This is an optimization exercise on Yosys and OpenROAD, whose aim is small area, a short achievable clock period and few clock cycles per item, not a production implementation. Where RTL was checked, it was by simulation tests only, not by an equivalence proof against the original. Power and IR drop assume default switching activity.

## frame_encoder
module frame_encoder #(
    parameter MAX_LEN = 64
) (
    input  wire       clk,
    input  wire       rst,
    input  wire       in_valid,
    output reg        in_ready,
    input  wire [7:0] in_data,
    input  wire       in_last,
    input  wire       in_corrupt,
    output reg        out_valid,
    input  wire       out_ready,
    output reg  [7:0] out_data,
    output reg        out_last
);
Size in the first run: ~2700 cells after synthesis, about 650 flip-flops, roughly 27000 um^2 of cells after synthesis.
==> flow/config.mk <==
export PLATFORM = sky130hd
export DESIGN_NAME = frame_encoder
export DESIGN_NICKNAME = frame_encoder
export VERILOG_FILES = /design/flow/design.v
export SDC_FILE = /design/flow/constraint.sdc
export NUM_CORES = 4
export LEC_CHECK = 0
export ABC_AREA = 1
export CAP_MARGIN = 20
export CORE_MARGIN = 2
export CORE_UTILIZATION = 40
export CTS_BUF_LIST = sky130_fd_sc_hd__clkbuf_4 sky130_fd_sc_hd__clkbuf_8
export PLACE_DENSITY = 0.6
export SETUP_SLACK_MARGIN = 3.5
export SLEW_MARGIN = 20
==> flow/constraint.sdc <==
create_clock -name core_clock -period 6.0 [get_ports {clk}]
set_input_delay 1.2000 -clock core_clock [delete_from_list [all_inputs] [get_ports {clk}]]
set_output_delay 1.2000 -clock core_clock [all_outputs]
set_load 0.01 [all_outputs]
run.sh (not shown) runs the stock make flow with config.mk's settings and CLKGATE_MAP_FILE= SYNTH_SCRIPT=/design/flow/synth_recipe.tcl, a recipe that flattens the netlist after the stock synthesis.
The baseline completed with no timing, DRC or antenna violations.
Then changed:
--- a/flow/config.mk
+++ b/flow/config.mk
@@ -10,5 +10,4 @@
 export CORE_MARGIN = 2
 export CORE_UTILIZATION = 40
-export CTS_BUF_LIST = sky130_fd_sc_hd__clkbuf_4 sky130_fd_sc_hd__clkbuf_8
 export PLACE_DENSITY = 0.6
 export SETUP_SLACK_MARGIN = 3.5
Maximum frequency falls by 4.7%.
Via count is lower by about 0.6%.
Sequential share of layout area is lower by 0.30 points.
Power is higher by about 1.6%.
Synthesized cell count stays the same.
Global-route usage stays flat.
Combinational power came out higher by about 2.3%.
Cell area is higher by 0.49%.
No functional check of the RTL was part of any run of this note.

== run 1 ==
The RTL this note starts from:
==> flow/design.v <==
module frame_encoder #(
    parameter MAX_LEN = 64
) (
    input  wire       clk,
    input  wire       rst,
    input  wire       in_valid,
    output reg        in_ready,
    input  wire [7:0] in_data,
    input  wire       in_last,
    input  wire       in_corrupt,
    output reg        out_valid,
    input  wire       out_ready,
    output reg  [7:0] out_data,
    output reg        out_last
);
    localparam N  = 68;
    localparam PW = 7;
    localparam W_OPEN  = 3'd0;
    localparam W_CODE0 = 3'd1;
    localparam W_DATA  = 3'd2;
    localparam W_T1    = 3'd3;
    localparam W_T2    = 3'd4;
    localparam W_CLOSE = 3'd5;
    localparam R_OPEN  = 2'd0;
    localparam R_CODE0 = 2'd1;
    localparam R_BODY  = 2'd2;
    function [15:0] crc_step(input [15:0] c, input [7:0] b);
        reg [7:0] x;
        begin
            x = c[15:8] ^ b;
            x = x ^ (x >> 4);
            crc_step = (c << 8) ^ ({8'd0, x} << 12) ^ ({8'd0, x} << 5) ^ {8'd0, x};
        end
    endfunction
    reg  [7:0]   r_data [0:N-1];
    reg  [N-1:0] r_flag;
    reg  [PW-1:0] ic;         
    reg          init;        
    reg  [PW-1:0] w_wait;     
    reg  [PW-1:0] r_wait;     
    reg          w_turn;      
    reg          r_turn;      
    reg  [PW-1:0] cnt;        
    reg          c_zero;      
    reg          c_full;      
    reg          c_high;      
    reg          c_ge3;       
    reg          cons;        
    reg  [2:0]   w_state;
    reg  [15:0]  crc;
    reg          corrupt;     
    reg  [1:0]   r_state;
    wire out_free = !out_valid || out_ready;
    wire in_fire  = in_valid && in_ready;
    wire       t_hi   = (w_state == W_T1) ^ !corrupt;
    wire [7:0] t_byte = t_hi ? crc[15:8] : crc[7:0];
    wire       t_zero = (t_byte == 8'h00);
    wire w_data = (w_state == W_DATA);
    wire proc   = in_fire;                         
    wire write  = w_data ? in_fire : (w_turn && !c_full);
    reg        w_flag;
    reg  [7:0] w_byte;
    always @* begin
        w_flag = 1'b0;
        w_byte = in_data;
        case (w_state)
            W_DATA:  w_flag = (in_data == 8'h00);
            W_T1, W_T2: begin
                w_flag = t_zero;
                w_byte = t_byte;
            end
            W_CLOSE: begin
                w_flag = 1'b1;
                w_byte = 8'd1;
            end
            default: ;
        endcase
    end
    reg  [2:0] w_state_n;
    always @* begin
        w_state_n = w_state;
        if (write) begin
            case (w_state)
                W_OPEN:  w_state_n = W_CODE0;
                W_CODE0: w_state_n = W_DATA;
                W_DATA:  if (in_last) w_state_n = W_T1;
                W_T1:    w_state_n = W_T2;
                W_T2:    w_state_n = W_CLOSE;
                default: w_state_n = W_OPEN;
            endcase
        end
    end
    wire       s_flag = r_flag[N-2];
    wire [7:0] s_byte = r_data[N-2];
    reg  [127:0] g;           
    reg          fv [0:7][0:127];
    reg  [6:0]   fi [0:7][0:127];
    integer l, k;
    always @* begin
        g = 128'd0;
        for (k = 1; k <= N - 3; k = k + 1)
            g[k] = r_flag[N-3-k];
        for (k = 0; k < 128; k = k + 1) begin
            fv[0][k] = g[k];
            fi[0][k] = 7'd0;
        end
        for (l = 1; l <= 7; l = l + 1)
            for (k = 0; k < (128 >> l); k = k + 1) begin
                fv[l][k] = fv[l-1][2*k] | fv[l-1][2*k+1];
                fi[l][k] = fv[l-1][2*k] ? fi[l-1][2*k]
                                        : (fi[l-1][2*k+1] | (7'd1 << (l-1)));
            end
    end
    reg        gap_found;     
    reg  [6:0] gap_near;      
    wire       found = gap_found || r_flag[0] || (c_full && r_flag[N-1]);
    wire [6:0] gap   = gap_found ? gap_near : r_flag[0] ? N - 2 : N - 1;
    wire is_close  = s_flag && s_byte[0];
    wire need_code = (r_state == R_CODE0) || ((r_state == R_BODY) && s_flag && !s_byte[0]);
    wire r_ready   = (r_state == R_OPEN) ? c_ge3 : !c_zero;
    wire consume   = r_turn && r_ready && out_free && (!need_code || found);
    wire          c_up   = write && !consume;
    wire          c_down = !write && consume;
    wire [PW-1:0] cnt_p  = cnt + 1'b1;
    wire [PW-1:0] cnt_m  = cnt - 1'b1;
    wire [PW-1:0] cnt_n  = c_up ? cnt_p : c_down ? cnt_m : cnt;
    wire          zero_n = c_up ? 1'b0 : c_down ? (cnt_m == 0) : c_zero;
    wire          high_n = c_up ? (cnt_p == N - 1) : c_down ? (cnt_m == N - 1) : c_high;
    wire          ge3_n  = c_up ? (cnt_p >= 3) : c_down ? (cnt_m >= 3) : c_ge3;
    wire          empty    = c_zero && !write;
    wire [PW-1:0] w_wait_n = (empty || write) ? {PW{1'b0}} :
                             w_turn ? N - 1 : w_wait - 1'b1;
    wire [PW-1:0] r_wait_n = empty ? N - 1 :
                             consume ? {PW{1'b0}} :
                             r_turn ? N - 1 : r_wait - 1'b1;
    wire          w_turn_n = empty || write || (!w_turn && w_wait == 1);
    wire          r_turn_n = !empty && (consume || (!r_turn && r_wait == 1));
    wire          full_n   = c_up ? c_high : c_down ? 1'b0 : c_full;
    wire          proc_n    = (w_state_n == W_DATA) && w_turn_n && !full_n;
    integer i;
    always @(posedge clk) begin
        for (i = 1; i < N; i = i + 1)
            r_data[i] <= r_data[i-1];
        r_data[0] <= write ? w_byte : r_data[N-1];
    end
    always @(posedge clk) begin
        r_flag <= {r_flag[N-2:0],
                   rst ? 1'b0 :
                   write ? w_flag : (r_flag[N-1] && !cons && !init)};
    end
    always @(posedge clk) begin
        if (rst) begin
            ic        <= 0;
            init      <= 1'b1;
            w_wait    <= 0;
            r_wait    <= N - 1;
            w_turn    <= 1'b1;
            r_turn    <= 1'b0;
            cnt       <= 0;
            c_zero    <= 1'b1;
            c_full    <= 1'b0;
            c_high    <= 1'b0;
            c_ge3     <= 1'b0;
            cons      <= 1'b0;
            in_ready  <= 1'b0;
            w_state   <= W_OPEN;
            crc       <= 16'hFFFF;
            r_state   <= R_OPEN;
            out_valid <= 1'b0;
            out_data  <= 8'h00;
            out_last  <= 1'b0;
        end else begin
            if (init) ic <= ic + 1'b1;
            if (ic == N - 1) init <= 1'b0;
            w_wait  <= w_wait_n;
            r_wait  <= r_wait_n;
            w_turn  <= w_turn_n;
            r_turn  <= r_turn_n;
            cnt     <= cnt_n;
            c_zero  <= zero_n;
            c_full  <= full_n;
            c_high  <= high_n;
            c_ge3   <= ge3_n;
            cons    <= consume;
            gap_found <= fv[7][0];
            gap_near  <= fi[7][0];
            w_state <= w_state_n;
            in_ready <= proc_n;
            if (proc) begin
                crc  <= crc_step(crc, in_data);
                if (in_last) corrupt <= in_corrupt;
            end
            if (write && w_state == W_CLOSE) crc <= 16'hFFFF;
            if (out_valid && out_ready) out_valid <= 1'b0;
            if (consume) begin
                out_valid <= 1'b1;
                out_last  <= 1'b0;
                case (r_state)
                    R_OPEN: begin
                        out_data <= 8'h00;
                        r_state  <= R_CODE0;
                    end
                    R_CODE0: begin
                        out_data <= {1'b0, gap};
                        r_state  <= R_BODY;
                    end
                    default: begin
                        if (!s_flag) begin
                            out_data <= s_byte;
                        end else if (is_close) begin
                            out_data <= 8'h00;
                            out_last <= 1'b1;
                            r_state  <= R_OPEN;
                        end else begin
                            out_data <= {1'b0, gap};
                        end
                    end
                endcase
            end
        end
    end
endmodule
export LEC_CHECK = 0
export ABC_AREA = 1
export CAP_MARGIN = 20
export CORE_MARGIN = 2
export CORE_UTILIZATION = 55
export CTS_CLUSTER_DIAMETER = 100
export CTS_CLUSTER_SIZE = 24
export PLACE_DENSITY = 0.7
export SETUP_SLACK_MARGIN = 3.65
export SLEW_MARGIN = 20
create_clock -name core_clock -period 6.0 [get_ports {clk}]
Run 1: flow completed, timing, DRC and antenna clean
Testbench counts of run 1, summed over its fixed seeds: cycles 47,282, frames 1,200.
Relative to run 1, the following input files were edited for run 2:
# run 1
export LEC_CHECK = 0
export ABC_AREA = 1
export CAP_MARGIN = 20
export CORE_MARGIN = 2
export CORE_UTILIZATION = 55
export CTS_CLUSTER_DIAMETER = 100
export CTS_CLUSTER_SIZE = 24
export PLACE_DENSITY = 0.7
export SETUP_SLACK_MARGIN = 3.65
export SLEW_MARGIN = 20
create_clock -name core_clock -period 6.0 [get_ports {clk}]
# run 2
export LEC_CHECK = 0
export ABC_AREA = 1
export CAP_MARGIN = 20
export CORE_MARGIN = 2
export CORE_UTILIZATION = 55
export CTS_CLUSTER_DIAMETER = 100
export CTS_CLUSTER_SIZE = 24
export PLACE_DENSITY = 0.7
export SETUP_SLACK_MARGIN = 3.8
export SLEW_MARGIN = 20
create_clock -name core_clock -period 6.0 [get_ports {clk}]
--- outcome ---
- Cmp run 2 and run 1 / proportion of power drawn by combinational gates / higher: run 2
- Compared to run 1, run 2 has detailed-route wire length 4.0% higher.
- There was hardly any difference in global routing met2 resource utilization between run 1 and run 2.
Input-level comparison between run 3 and run 2:
# run 2
export LEC_CHECK = 0
export ABC_AREA = 1
export CAP_MARGIN = 20
export CORE_MARGIN = 2
export CORE_UTILIZATION = 55
export CTS_CLUSTER_DIAMETER = 100
export CTS_CLUSTER_SIZE = 24
export PLACE_DENSITY = 0.7
export SETUP_SLACK_MARGIN = 3.8
export SLEW_MARGIN = 20
create_clock -name core_clock -period 6.0 [get_ports {clk}]
# run 3
export LEC_CHECK = 0
export ABC_AREA = 1
export CAP_MARGIN = 20
export CORE_MARGIN = 2
export CORE_UTILIZATION = 55
export CTS_CLUSTER_DIAMETER = 100
export CTS_CLUSTER_SIZE = 24
export PLACE_DENSITY = 0.7
export SETUP_SLACK_MARGIN = 3.5
export SLEW_MARGIN = 20
create_clock -name core_clock -period 6.0 [get_ports {clk}]
Results
Run 3 completed end to end with timing, DRC and antenna clean.
Diff run 2 -> run 3 | minimum setup slack after placement | increase of 87 ps
Against run 2, run 3 reports a routed metal-1 wire length that is lower.
Comparing run 3 and run 2, the higher total power was measured on run 2.
The inputs of run 4 differ from those of run 3 as listed below.
# run 3
export LEC_CHECK = 0
export ABC_AREA = 1
export CAP_MARGIN = 20
export CORE_MARGIN = 2
export CORE_UTILIZATION = 55
export CTS_CLUSTER_DIAMETER = 100
export CTS_CLUSTER_SIZE = 24
export PLACE_DENSITY = 0.7
export SETUP_SLACK_MARGIN = 3.5
export SLEW_MARGIN = 20
create_clock -name core_clock -period 6.0 [get_ports {clk}]
# run 4
export LEC_CHECK = 0
export ABC_AREA = 1
export CAP_MARGIN = 20
export CORE_MARGIN = 2
export CORE_UTILIZATION = 40
export CTS_CLUSTER_DIAMETER = 70
export CTS_CLUSTER_SIZE = 30
export PLACE_DENSITY = 0.6
export SETUP_SLACK_MARGIN = 3.5
export SLEW_MARGIN = 20
create_clock -name core_clock -period 6.0 [get_ports {clk}]
Findings:
- From run 3 to run 4 the numbers moved as follows: largest stage delay on the critical path shows a reduction of 50 ps; die area shows an increase of about 37%; number of buffers inserted during clock tree synthesis shows a reduction of 3.
- Between run 4 and run 3, the register area figures differ only marginally.

-- separate check: timing with driven ports --
In the flow no input, the clock included, has a driving cell. The finished layouts below were timed again as built, in two steps.
Step 1 sets driving cells, clkbuf_16 on the clock port and buf_2 on the other inputs (assumed; they add their load-dependent delay and slew).
Step 2 adds t to the input delays and takes it off the output delays; t is the mean of the earliest and latest rising clock arrival at the registers after step 1. Input paths then give back, and output paths get back, about the clock's delay inside the block.
a / b / c = ideal ports / drivers / drivers and shift; a / b = the first two.
run | t, ns | setup WS [ns] | worst setup path at the end | worst data-port slew with drivers (ns)
the first run of note 1 | 0.758 | 3.534 / 3.519 / 2.816 | input to register | 0.05
the second run of note 1 | 0.655 | 3.412 / 3.437 / 2.782 | input to register | 0.04
run 1 | 0.588 | 3.696 / 3.647 / 3.152 | input to register | 0.03
run 2 | 0.578 | 3.772 / 3.723 / 3.274 | input to register | 0.06
run 3 | 0.585 | 3.574 / 3.524 / 3.079 | input to register | 0.04
run 4 | 0.658 | 3.530 / 3.486 / 2.896 | input to register | 0.07
After both steps every run listed still meets setup and hold. The setup slack of the first run of note 1, which loses most, moves by -0.015 ns with the drivers and by -0.718 ns with both steps.
